Background: an optimization exercise with open tools, aiming at small area, a short achievable clock period and few clock cycles. Do not read the settings as production practice.
In this exercise RTL edits were held to simulation tests only and were not proved equivalent to the original.

== run a ==
==> module openlst_rf_tx, before the edit <==
module openlst_rf_tx (
    input  wire        clk,
    input  wire        rst,
    input  wire        tx_valid,
    input  wire [7:0]  tx_data,
    input  wire        tx_fbit,
    output reg         tx_ready,
    output reg         pkt_valid,
    output reg  [7:0]  pkt_data,
    input  wire        pkt_ready,
    output reg  [31:0] cnt_sent
);
    localparam [3:0] T_M    = 4'd0;    
    localparam [3:0] T_D0   = 4'd1;    
    localparam [3:0] T_D1   = 4'd2;    
    localparam [3:0] T_BODY = 4'd3;    
    localparam [3:0] T_FD0  = 4'd4;    
    localparam [3:0] T_FD1  = 4'd5;    
    localparam [3:0] T_CL   = 4'd6;    
    localparam [3:0] T_CH   = 4'd7;    
    localparam [3:0] T_DROP = 4'd8;    
    reg  [3:0]  state;
    reg         have_m;      
    reg  [7:0]  remain;      
    reg         fbit;
    reg  [15:0] dev_id;
    reg  [15:0] crc;
    reg         c_init;      
    reg         c_step;      
    reg         pkt_last;    
    reg  [7:0]  s_data;
    reg         s_fbit;
    wire        s_full   = !tx_ready;
    wire        out_free = !pkt_valid || pkt_ready;
    wire        take     = tx_valid && tx_ready;
    wire        h_valid  = s_full || take;
    wire [7:0]  h_data   = s_full ? s_data : tx_data;
    wire        h_fbit   = s_full ? s_fbit : tx_fbit;
    wire        big      = (remain > 8'd252);
    reg         pop;         
    reg         load;        
    reg  [7:0]  out_byte;
    always @(*) begin
        pop      = 1'b0;
        load     = 1'b0;
        out_byte = h_data;
        case (state)
            T_M, T_DROP: pop = h_valid;
            T_D0: begin
                pop      = h_valid && out_free;
                load     = pop;
                out_byte = remain + 8'd3;
            end
            T_D1: begin
                pop      = h_valid && out_free;
                load     = pop;
                out_byte = {1'b0, fbit, 6'b0};
            end
            T_BODY: begin
                pop      = h_valid && out_free;
                load     = pop;
            end
            T_FD0: begin
                pop      = h_valid && !have_m;
                load     = out_free;
                out_byte = dev_id[7:0];
            end
            T_FD1: begin
                pop      = h_valid && !have_m;
                load     = out_free;
                out_byte = dev_id[15:8];
            end
            T_CL: begin
                pop      = h_valid && !have_m;
                load     = out_free;
                out_byte = crc[7:0];
            end
            default: begin    
                load     = out_free;
                out_byte = crc[15:8];
            end
        endcase
    end
    wire [15:0] crc_step;
    openlst_crc16 u_crc (.crc_in(crc | {16{c_init}}), .data(pkt_data), .crc_out(crc_step));
    always @(posedge clk) begin
        if (c_init || c_step)
            crc <= crc_step;
        c_init <= load && (state == T_D0);
        c_step <= load && (state == T_D1 || state == T_BODY);
        if (load) begin
            pkt_data <= out_byte;
            pkt_last <= (state == T_CH);
        end
        if (!s_full)
            s_data <= tx_data;
        if (!s_full)
            s_fbit <= tx_fbit;
        if (rst) begin
            state     <= T_M;
            have_m    <= 1'b0;
            pkt_valid <= 1'b0;
            tx_ready  <= 1'b1;
            cnt_sent  <= 32'd0;
        end else begin
            if (pkt_valid && pkt_ready && pkt_last)
                cnt_sent <= cnt_sent + 32'd1;
            if (load)
                pkt_valid <= 1'b1;
            else if (pkt_ready)
                pkt_valid <= 1'b0;
            tx_ready <= !(h_valid && !pop);
            case (state)
                T_M: begin
                    if (pop) begin
                        remain <= h_data;
                        fbit   <= h_fbit;
                        state  <= (h_data > 8'd252) ? T_DROP : T_D0;
                    end
                end
                T_DROP, T_D0, T_D1, T_BODY: begin
                    if (pop) begin
                        remain <= remain - 8'd1;
                        if (state == T_D0) dev_id[7:0]  <= h_data;
                        if (state == T_D1) dev_id[15:8] <= h_data;
                        if (state == T_D0) state <= T_D1;
                        if (state == T_D1) state <= T_BODY;
                        if ((state == T_BODY || state == T_DROP) && remain == 8'd1)
                            state <= (state == T_BODY) ? T_FD0 : T_M;
                    end
                end
                default: begin    
                    if (pop) begin
                        remain <= h_data;
                        fbit   <= h_fbit;
                        have_m <= 1'b1;
                    end
                    if (load) begin
                        case (state)
                            T_FD0: state <= T_FD1;
                            T_FD1: state <= T_CL;
                            T_CL:  state <= T_CH;
                            default: begin
                                have_m <= 1'b0;
                                state  <= !have_m ? T_M : (big ? T_DROP : T_D0);
                            end
                        endcase
                    end
                end
            endcase
        end
    end
endmodule
Settings: LEC_CHECK=0, CAP_MARGIN=20, CORE_MARGIN=2, CORE_UTILIZATION=70, CTS_CLUSTER_DIAMETER=100, CTS_CLUSTER_SIZE=30, PLACE_DENSITY=0.8, SETUP_SLACK_MARGIN=2.8, SLEW_MARGIN=20; clock period 5.0 ns.
standard.sh (not shown) runs the stock make flow with config.mk's settings and CLKGATE_MAP_FILE= SYNTH_SCRIPT=/design/flow/synth_recipe.tcl, a recipe that flattens the netlist after the stock synthesis.
==> flow/flow/run.sh <==
#!/bin/bash
# Standard layout, with the port buffers made from buf_2 cells.
set -euo pipefail
export BUFFER_PORTS_ARGS="-buffer_cell sky130_fd_sc_hd__buf_2"
bash standard.sh > flow_standard.log 2>&1
Testbench counts of run a, summed over its fixed seeds: cycles 102,794.
Setup changes, run a to run b
diff --git a/flow/design.v b/flow/design.v
--- a/flow/design.v
+++ b/flow/design.v
@@ -165,15 +165,15 @@
     reg         fbit;
     reg  [15:0] dev_id;
     reg  [15:0] crc;
     reg         c_init;      
     reg         c_step;      
     reg         pkt_last;    
+    reg         s_full;      
     reg  [7:0]  s_data;
     reg         s_fbit;
-    wire        s_full   = !tx_ready;
     wire        out_free = !pkt_valid || pkt_ready;
     wire        take     = tx_valid && tx_ready;
     wire        h_valid  = s_full || take;
     wire [7:0]  h_data   = s_full ? s_data : tx_data;
     wire        h_fbit   = s_full ? s_fbit : tx_fbit;
     wire        big      = (remain > 8'd252);
@@ -237,21 +237,23 @@
         if (!s_full)
             s_fbit <= tx_fbit;
         if (rst) begin
             state     <= T_M;
             have_m    <= 1'b0;
             pkt_valid <= 1'b0;
+            s_full    <= 1'b0;
             tx_ready  <= 1'b1;
             cnt_sent  <= 32'd0;
         end else begin
             if (pkt_valid && pkt_ready && pkt_last)
                 cnt_sent <= cnt_sent + 32'd1;
             if (load)
                 pkt_valid <= 1'b1;
             else if (pkt_ready)
                 pkt_valid <= 1'b0;
+            s_full   <= h_valid && !pop;
             tx_ready <= !(h_valid && !pop);
             case (state)
                 T_M: begin
                     if (pop) begin
                         remain <= h_data;
                         fbit   <= h_fbit;
--- outcome ---
Run b ran to completion and came out clean on the timing, DRC and antenna checks. | xor/xnor share of the synthesized area | run b vs run a | 0.30 points lower |. Routed length on met2: run a and run b compared, lower one is run a. Delta(total of cells resized after clock tree synthesis, run b - run a) > 0. [run b] global-route wire length before repair rose 6.7% relative to run a. Overall track demand over capacity in global routing, run a and run b, higher one = run b. Going from run a to run b, routed wire length grew by 8.1%; worst hold slack grew by 28 ps; via count grew by about 4%. Taking run a as the reference, in run b mean instance size in the synthesized netlist down 1.1%; core utilization now sits higher. Run b does worse than run a on number of DRC markers in iteration 0. As of run b, cell count after synthesis had risen slightly compared to run a. Flip-flop and latch count of run b exceeds that of run a slightly. Non-clock buffer count of run b falls short of that of run a slightly.
Testbench counts of run b, summed over its fixed seeds: cycles 102,794.

-- re-timing with driven ports --
No port has a modelled driver above. Below, the same layouts with a new extraction and two added sets of constraints. Step 1 assumes that a clkbuf_16 drives the clock port and a buf_2 every other input. Step 2 also shifts input and output timing later by t, the mid clock arrival at the registers, as if the neighbouring blocks saw the same clock. a / b / c = ideal / step 1 / step 2; a / b = the first two.
run	t (ns)	slack for setup (ns)	slew at the worst register clock pin (ns)	worst slew at a driven data input, ns
run a	0.530	2.833 / 2.786 / 2.355	0.12 / 0.12	0.06
run b	0.534	2.797 / 2.747 / 2.420	0.12 / 0.12	0.08
After both steps every run listed still meets setup and hold. For run a, which loses most, drivers alone change the setup slack by -0.047 ns; drivers and shift together by -0.478 ns.
